Context: an optimization exercise on an open-source flow, tuned for small area, a short achievable clock period and few clock cycles per item. The choices shown serve that exercise and are no tape-out recipe. In this exercise RTL edits were held to simulation tests only and were not proved equivalent to the original.

tundra:
==> flow/design.v (excerpt) <==
module gorilla_enc (
    input  wire        clk,
    input  wire        rst,
    input  wire        in_valid,
    output wire        in_ready,
    input  wire [63:0] in_data,
    input  wire        in_first,
    input  wire        in_last,
    input  wire [1:0]  in_wc,
    output wire        out_valid,
    input  wire        out_ready,
    output wire [63:0] out_data,
    output wire        out_last,
    output wire [3:0]  out_nbytes
);
clock: 18.0 ns
lec_check: 0
abc_area: 1
cap_margin: 20
core_margin: 2
core_utilization: 25
slew_margin: 20
standard.sh (not shown) runs the stock make flow with config.mk's settings and CLKGATE_MAP_FILE= SYNTH_SCRIPT=/design/flow/synth_recipe.tcl, a recipe that flattens the netlist after the stock synthesis.
==> flow/flow/run.sh <==
#!/bin/bash
# Standard layout, with timing repair aimed below the design's period
# (repair_timing keeps a setup margin) and plain buffers on the ports.
set -e
export SETUP_SLACK_MARGIN=12.7
export BUFFER_PORTS_ARGS="-buffer_cell sky130_fd_sc_hd__buf_2"
bash standard.sh > standard.log 2>&1
Testbench counts of tundra, summed over its fixed seeds: cycles 18,496, items 18,380.
#### Input delta (maple over tundra)
diff --git a/flow/design.v b/flow/design.v
--- a/flow/design.v
+++ b/flow/design.v
@@ -38,12 +38,30 @@
             end
             for (j = 0; j < 2; j = j + 1) begin
                 v3[j] = v2[2*j] | v2[2*j+1];
                 c3[5*j +: 5] = v2[2*j] ? {1'b0, c2[8*j +: 4]} : {1'b1, c2[8*j+4 +: 4]};
             end
             lzc_bytes = v3[0] ? {1'b0, c3[4:0]} : {1'b1, c3[9:5]};
+        end
+    endfunction
+    function automatic le6(input [5:0] a, input [5:0] b);
+        reg [5:0] g, e;          
+        reg [2:0] g2, e2;        
+        reg       g4, e4;
+        integer j;
+        begin
+            for (j = 0; j < 6; j = j + 1) begin
+                g[j] = a[j] & ~b[j];
+                e[j] = ~(g[j] | (~a[j] & b[j]));
+            end
+            for (j = 0; j < 3; j = j + 1) begin
+                g2[j] = g[2*j+1] | (e[2*j+1] & g[2*j]);
+                e2[j] = e[2*j+1] & e[2*j];
+            end
+            g4 = g2[2] | (e2[2] & g2[1]);
+            le6 = ~(g4 | (e2[2] & e2[1] & g2[0]));
         end
     endfunction
     reg  [1:0]  wc_in;       
     reg  [63:0] prev;        
     reg         s1_v;
     reg         s1_first;
@@ -92,13 +110,13 @@
     reg  [5:0]  r_wo;        
     reg  [5:0]  r_wo2;       
     reg  [5:0]  r_no;        
     reg         rdy;         
     wire room  = !c[1] || (c == 2'd2 && off == 6'd0);
     wire can   = s1_v && room;
-    wire reuse_c = s1_nz && w_v && (w_lz <= s1_lz) && (w_tz <= s1_tz);
+    wire reuse_c = s1_nz && w_v && le6(w_lz, s1_lz) && le6(w_tz, s1_tz);
     wire newwin  = !hdr_done && s1_nz && !reuse_c;
     wire [6:0] db_new = 7'd64 - {1'b0, s1_lz} - {1'b0, s1_tz};
     wire [4:0] h_new  = 5'd9 + {2'd0, s1_wc, 1'b0};
     wire       is_long  = !s1_first && !hdr_done && s1_nz && (s1_lg || w_big);
     wire       done     = can && !is_long;      
     wire       wr       = can && !s1_first && !rst;  
- Between tundra and maple, the instance count of the mapped netlist figures differ only marginally.
- Compared with tundra, in maple share of the clock period used by the worst path after layout decreased 0.23 points; first-pass GRT wire length about even; slew at the pin closest to its max-slew limit has increased.
- The die area was comparable across maple and tundra.
- Comparing maple and tundra, sequential share of layout area is higher on maple.
- maple ended with every stage complete and zero timing, DRC or antenna violations.
- Count of clock-net buffers in the final layout, maple vs tundra: down slightly
- Sort maple and tundra by post-CTS setup repair buffer count, descending, and maple comes first.
- maple against tundra: arrival time of the worst setup path decreased by 0.04 ns relative to the old numbers, multi-input gate area in the final layout decreased by 190 um2 relative to the old numbers.
Testbench counts of maple, summed over its fixed seeds: cycles 18,496, items 18,380.

========
The RTL this note starts from:
==> flow/design.v <==
module gorilla_enc (
    input  wire        clk,
    input  wire        rst,
    input  wire        in_valid,
    output wire        in_ready,
    input  wire [63:0] in_data,
    input  wire        in_first,
    input  wire        in_last,
    input  wire [1:0]  in_wc,
    output wire        out_valid,
    input  wire        out_ready,
    output wire [63:0] out_data,
    output wire        out_last,
    output wire [3:0]  out_nbytes
);
    function automatic [63:0] rev64(input [63:0] v);
        integer j;
        begin
            for (j = 0; j < 64; j = j + 1)
                rev64[j] = v[63-j];
        end
    endfunction
    function automatic [2:0] lzc8(input [7:0] v);
        begin
            lzc8[2] = ~|v[7:4];
            lzc8[1] = lzc8[2] ? ~|v[3:2] : ~|v[7:6];
            lzc8[0] = lzc8[2] ? (lzc8[1] ? ~v[1] : ~v[3]) : (lzc8[1] ? ~v[5] : ~v[7]);
        end
    endfunction
    function automatic [5:0] lzc_bytes(input [7:0] nzb, input [23:0] cb);
        reg [3:0] v2;  reg [15:0] c2;    
        reg [1:0] v3;  reg [9:0]  c3;    
        integer j;
        begin
            for (j = 0; j < 4; j = j + 1) begin
                v2[j] = nzb[2*j] | nzb[2*j+1];
                c2[4*j +: 4] = nzb[2*j] ? {1'b0, cb[6*j +: 3]} : {1'b1, cb[6*j+3 +: 3]};
            end
            for (j = 0; j < 2; j = j + 1) begin
                v3[j] = v2[2*j] | v2[2*j+1];
                c3[5*j +: 5] = v2[2*j] ? {1'b0, c2[8*j +: 4]} : {1'b1, c2[8*j+4 +: 4]};
            end
            lzc_bytes = v3[0] ? {1'b0, c3[4:0]} : {1'b1, c3[9:5]};
        end
    endfunction
    reg  [1:0]  wc_in;       
    reg  [63:0] prev;        
    reg         s1_v;
    reg         s1_first;
    reg         s1_last;
    reg  [1:0]  s1_wc;
    reg  [63:0] s1_x;        
    reg         s1_nz;
    reg  [5:0]  s1_lz;       
    reg  [5:0]  s1_tz;       
    reg         s1_lg;       
    wire [1:0] cur_wc = in_first ? in_wc : wc_in;
    wire m16 = cur_wc != 2'd0;           
    wire m32 = cur_wc[1];                
    wire m64 = cur_wc == 2'd3;           
    wire [63:0] xu   = in_data ^ prev;   
    wire [7:0]  nzb_m;
    wire [7:0]  nzb_t;                   
    wire [23:0] cb_l;
    wire [23:0] cb_t;
    wire [7:0]  bmask = {m64, m64, m64, m64, m32, m32, m16, 1'b1};
    wire [63:0] xur = rev64(xu);
    genvar gb;
    generate
        for (gb = 0; gb < 8; gb = gb + 1) begin : g_byte
            assign nzb_m[gb]        = (|xu[63-8*gb -: 8]) & bmask[7-gb];
            assign cb_l[3*gb +: 3]  = lzc8(xu[63-8*gb -: 8]);
            assign nzb_t[gb]        = |xur[63-8*gb -: 8];
            assign cb_t[3*gb +: 3]  = lzc8(xur[63-8*gb -: 8]);
        end
    endgenerate
    wire [5:0] x_lz = lzc_bytes(nzb_m, cb_l);
    wire [5:0] x_tz = lzc_bytes(nzb_t, cb_t);    
    wire       x_nz = |nzb_m;
    wire x_lg = m64 && (|xu[63:49]) && (|xu[14:0]);
    reg        w_v;          
    reg  [5:0] w_lz;         
    reg  [5:0] w_tz;         
    reg  [6:0] w_db;         
    reg        w_big;        
    reg        hdr_done;     
    reg  [63:0] q0, q1, q2;  
    reg  [2:0]  ql;          
    reg  [3:0]  qn0, qn1, qn2;  
    reg  [1:0]  c;           
    reg  [5:0]  off;         
    reg  [5:0]  r_wo;        
    reg  [5:0]  r_wo2;       
    reg  [5:0]  r_no;        
    reg         rdy;         
    wire room  = !c[1] || (c == 2'd2 && off == 6'd0);
    wire can   = s1_v && room;
    wire reuse_c = s1_nz && w_v && (w_lz <= s1_lz) && (w_tz <= s1_tz);
    wire newwin  = !hdr_done && s1_nz && !reuse_c;
    wire [6:0] db_new = 7'd64 - {1'b0, s1_lz} - {1'b0, s1_tz};
    wire [4:0] h_new  = 5'd9 + {2'd0, s1_wc, 1'b0};
    wire       is_long  = !s1_first && !hdr_done && s1_nz && (s1_lg || w_big);
    wire       done     = can && !is_long;      
    wire       wr       = can && !s1_first && !rst;  
    wire       seal     = done && s1_last;
    reg  [15:0] hdr;
    always @* begin
        if (hdr_done || !s1_nz)
            hdr = 16'd0;
        else if (reuse_c)
            hdr = 16'h8000;
        else
            case (s1_wc)
                2'd0:    hdr = {2'b11, s1_lz[2:0], db_new[3:0], 7'd0};
                2'd1:    hdr = {2'b11, s1_lz[3:0], db_new[4:0], 5'd0};
                2'd2:    hdr = {2'b11, s1_lz[4:0], db_new[5:0], 3'd0};
                default: hdr = {2'b11, s1_lz[5:0], db_new[6:0], 1'b0};
            endcase
    end
    wire [6:0] off7  = {1'b0, off};
    wire [6:0] e_rep = off7 + 7'd1;
    wire [6:0] e_reu = off7 + 7'd2 + w_db;
    wire [6:0] e_new = off7 + {2'd0, h_new} + db_new;
    wire [6:0] e_hd  = off7 + w_db;
    wire [6:0] e_lgr = off7 + 7'd2;
    wire [6:0] e_lgn = off7 + {2'd0, h_new};
    reg  [6:0] endp;
    always @* begin
        if (s1_first)      endp = off7;
        else if (hdr_done) endp = e_hd;
        else if (!s1_nz)   endp = e_rep;
        else if (is_long)  endp = reuse_c ? e_lgr : e_lgn;
        else if (reuse_c)  endp = e_reu;
        else               endp = e_new;
    end
    wire [5:0]  a_new = s1_lz + r_no;
    wire [5:0]  rot_a = hdr_done ? r_wo : reuse_c ? r_wo2 : a_new;
    wire [63:0] s1_mask = {{32{s1_wc == 2'd3}}, {16{s1_wc[1]}}, {8{s1_wc != 2'd0}}, 8'hFF};
    wire [63:0] xr    = rev64(s1_x & s1_mask);
    wire [63:0] hrev  = rev64({hdr, 48'd0});
    wire [15:0] hs    = hrev[15:0];
    wire [64*7-1:0] yr;
    wire [64*7-1:0] hr;
    assign yr[63:0] = xr;
    assign hr[63:0] = {48'd0, hs};
    generate
        for (gb = 0; gb < 6; gb = gb + 1) begin : g_rot
            wire [63:0] yi = yr[64*gb +: 64];
            wire [63:0] hi = hr[64*gb +: 64];
            assign yr[64*(gb+1) +: 64] = rot_a[gb] ? {yi[(1<<gb)-1:0], yi[63:(1<<gb)]} : yi;
            assign hr[64*(gb+1) +: 64] = off[gb] ? {hi[63-(1<<gb):0], hi[63:64-(1<<gb)]} : hi;
        end
    endgenerate
    wire [63:0] ywr = is_long ? 64'd0 : yr[64*6 +: 64];
    wire [63:0] v   = ywr | hr[64*6 +: 64];
    wire [63:0] at_or_after;
    genvar gk;
    generate
        for (gk = 0; gk < 64; gk = gk + 1) begin : g_th
            assign at_or_after[gk] = (gk >= off);
        end
    endgenerate
    wire [63:0] v_a = v & at_or_after;
    wire [63:0] v_b = v & ~at_or_after;
    wire       wrap = endp[6];                    
    wire [3:0] nb_end = {1'b0, endp[5:3]} + {3'd0, |endp[2:0]};
    wire [3:0] nb_last = (wrap && endp[5:0] == 6'd0) ? 4'd8 : nb_end;
    wire       fin_in_next = wrap && (endp[5:0] != 6'd0);
    assign out_data   = rev64(q0);
    assign out_valid  = (c != 2'd0);
    assign out_last   = ql[0];
    assign out_nbytes = ql[0] ? qn0 : 4'd8;
    wire take = out_valid && out_ready;
    assign in_ready = rdy;
    wire take_in = in_valid && rdy;
    wire [1:0] ncomp = !done ? {1'b0, wrap && wr} :
                       s1_last ? (fin_in_next ? 2'd2 : 2'd1) :
                       {1'b0, wrap};
    wire [3:0] ch    = 4'b0001 << c;
    wire [2:0] sa0   = wr ? ch[2:0] : 3'd0;                      
    wire [2:0] sa1   = wr ? ch[3:1] : 3'd0;
    wire [2:0] sb0   = wr ? {ch[1:0], 1'b0} : 3'd0;              
    wire [2:0] sb1   = wr ? ch[2:0] : 3'd0;
    wire [2:0] sa    = take ? sa1 : sa0;
    wire [2:0] sb    = take ? sb1 : sb0;
    wire [3:0] fsl   = fin_in_next ? {ch[2:0], 1'b0} : ch;       
    wire [2:0] sf    = !seal ? 3'd0 : take ? fsl[3:1] : fsl[2:0];
    wire [1:0] c_sh  = c - {1'b0, take};
    wire [1:0] c_nx   = c_sh + ncomp;
    wire [5:0] off_nx = !can ? off : seal ? 6'd0 : endp[5:0];
    wire       s1_v_nx     = rdy ? in_valid : (s1_v && !done);
    wire       s1_first_nx = rdy ? in_first : s1_first;
    wire       s1_lg_nx    = rdy ? x_lg : s1_lg;
    wire       hd_nx       = can ? is_long : hdr_done;
    wire       w_big_nx    = !can ? w_big : s1_first ? 1'b0 :
                             newwin ? (db_new >= 7'd63) : w_big;
    wire       room_nx     = !c_nx[1] || (c_nx == 2'd2 && off_nx == 6'd0);
    wire       long_nx     = !s1_first_nx && !hd_nx && (s1_lg_nx || w_big_nx);
    wire       rdy_nx      = !s1_v_nx || (room_nx && !long_nx);
    wire [5:0] w_lz_nx = (can && newwin) ? s1_lz : w_lz;
    always @(posedge clk) begin
        if (take_in) begin
            prev     <= in_data;
            wc_in    <= cur_wc;
        end
        if (rdy) begin
            s1_first <= in_first;
            s1_last  <= in_last;
            s1_wc    <= cur_wc;
            s1_x     <= xu;
            s1_nz    <= x_nz;
            s1_lz    <= x_lz;
            s1_tz    <= x_tz;
            s1_lg    <= x_lg;
        end
        q0 <= (rst ? 64'd0 : take ? q1 : q0) | (v_a & {64{sa[0]}}) | (v_b & {64{sb[0]}});
        q1 <= (rst ? 64'd0 : take ? q2 : q1) | (v_a & {64{sa[1]}}) | (v_b & {64{sb[1]}});
        q2 <= (rst || take ? 64'd0 : q2)     | (v_a & {64{sa[2]}}) | (v_b & {64{sb[2]}});
        if (sf[0]) qn0 <= nb_last; else if (take) qn0 <= qn1;
        if (sf[1]) qn1 <= nb_last; else if (take) qn1 <= qn2;
        if (sf[2]) qn2 <= nb_last;
        r_wo  <= w_lz_nx - off_nx;
        r_wo2 <= w_lz_nx - off_nx - 6'd2;
        r_no  <= 6'd0 - off_nx - {1'b0, 5'd9 + {2'd0, wc_in, 1'b0}};
        if (rst) begin
            s1_v     <= 1'b0;
            rdy      <= 1'b1;
            ql       <= 3'd0;
            c        <= 2'd0;
            off      <= 6'd0;
            w_v      <= 1'b0;
            w_big    <= 1'b0;
            hdr_done <= 1'b0;
        end else begin
            s1_v  <= s1_v_nx;
            rdy   <= rdy_nx;
            ql    <= ((take ? {1'b0, ql[2:1]} : ql) | sf[2:0]);
            c     <= c_nx;
            off   <= off_nx;
            w_big <= w_big_nx;
            hdr_done <= hd_nx;
            if (can) begin
                if (s1_first)
                    w_v <= 1'b0;
                else if (newwin) begin
                    w_v  <= 1'b1;
                    w_lz <= s1_lz;
                    w_tz <= s1_tz;
                    w_db <= db_new;
                end
            end
        end
    end
endmodule
clock: 18.0 ns
lec_check: 0
cap_margin: 20
core_margin: 2
core_utilization: 25
slew_margin: 20
Scripts as last shown in full above: flow/flow/run.sh
Testbench counts at the start, summed over its fixed seeds: cycles 18,496, items 18,380.
Edit:
--- a/flow/design.v
+++ b/flow/design.v
@@ -39,10 +39,28 @@
             for (j = 0; j < 2; j = j + 1) begin
                 v3[j] = v2[2*j] | v2[2*j+1];
                 c3[5*j +: 5] = v2[2*j] ? {1'b0, c2[8*j +: 4]} : {1'b1, c2[8*j+4 +: 4]};
             end
             lzc_bytes = v3[0] ? {1'b0, c3[4:0]} : {1'b1, c3[9:5]};
+        end
+    endfunction
+    function automatic le6(input [5:0] a, input [5:0] b);
+        reg [5:0] g, e;          
+        reg [2:0] g2, e2;        
+        reg       g4, e4;
+        integer j;
+        begin
+            for (j = 0; j < 6; j = j + 1) begin
+                g[j] = a[j] & ~b[j];
+                e[j] = ~(g[j] | (~a[j] & b[j]));
+            end
+            for (j = 0; j < 3; j = j + 1) begin
+                g2[j] = g[2*j+1] | (e[2*j+1] & g[2*j]);
+                e2[j] = e[2*j+1] & e[2*j];
+            end
+            g4 = g2[2] | (e2[2] & g2[1]);
+            le6 = ~(g4 | (e2[2] & e2[1] & g2[0]));
         end
     endfunction
     reg  [1:0]  wc_in;       
     reg  [63:0] prev;        
     reg         s1_v;
@@ -93,11 +111,11 @@
     reg  [5:0]  r_wo2;       
     reg  [5:0]  r_no;        
     reg         rdy;         
     wire room  = !c[1] || (c == 2'd2 && off == 6'd0);
     wire can   = s1_v && room;
-    wire reuse_c = s1_nz && w_v && (w_lz <= s1_lz) && (w_tz <= s1_tz);
+    wire reuse_c = s1_nz && w_v && le6(w_lz, s1_lz) && le6(w_tz, s1_tz);
     wire newwin  = !hdr_done && s1_nz && !reuse_c;
     wire [6:0] db_new = 7'd64 - {1'b0, s1_lz} - {1'b0, s1_tz};
     wire [4:0] h_new  = 5'd9 + {2'd0, s1_wc, 1'b0};
     wire       is_long  = !s1_first && !hdr_done && s1_nz && (s1_lg || w_big);
     wire       done     = can && !is_long;      
Effect:
- global-route usage came out higher by 0.87 points
- worst hold slack improved by 0.0045 ns
- area after synthesis went up by 5.5%
- sequential cell count stays the same
- final area climbs by 5.1%
- cell count grows by 8.3%
- core utilization is about the same
- wire length came out higher by 10%
Testbench counts after the change, summed over its fixed seeds: cycles 18,496, items 18,380.

## port drivers added, routing unchanged
The flow's constraints put no driver on any port. The routed layouts listed below were extracted and timed again, unchanged, in two steps. Step 1 assumes that a clkbuf_16 drives the clock port and a buf_2 every other input. Step 2 also shifts input and output timing later by t, the mid clock arrival at the registers, as if the neighbouring blocks saw the same clock. Three values: ideal, step 1, step 2; two values: the first two.
run | t, ns | setup WS [ns] | clock arrival spread, ns
tundra | 0.662 | 12.762 / 12.801 / 12.139 | 0.029 / 0.028
maple | 0.679 | 12.804 / 12.783 / 12.157 | 0.040 / 0.040
the first run of note 2 | 0.643 | 12.720 / 12.720 / 12.122 | 0.039 / 0.039
the second run of note 2 | 0.666 | 12.682 / 12.721 / 12.055 | 0.058 / 0.058
After both steps setup and hold are still met in every run listed. For maple, which loses most, drivers alone change the setup slack by -0.021 ns; drivers and shift together by -0.647 ns.
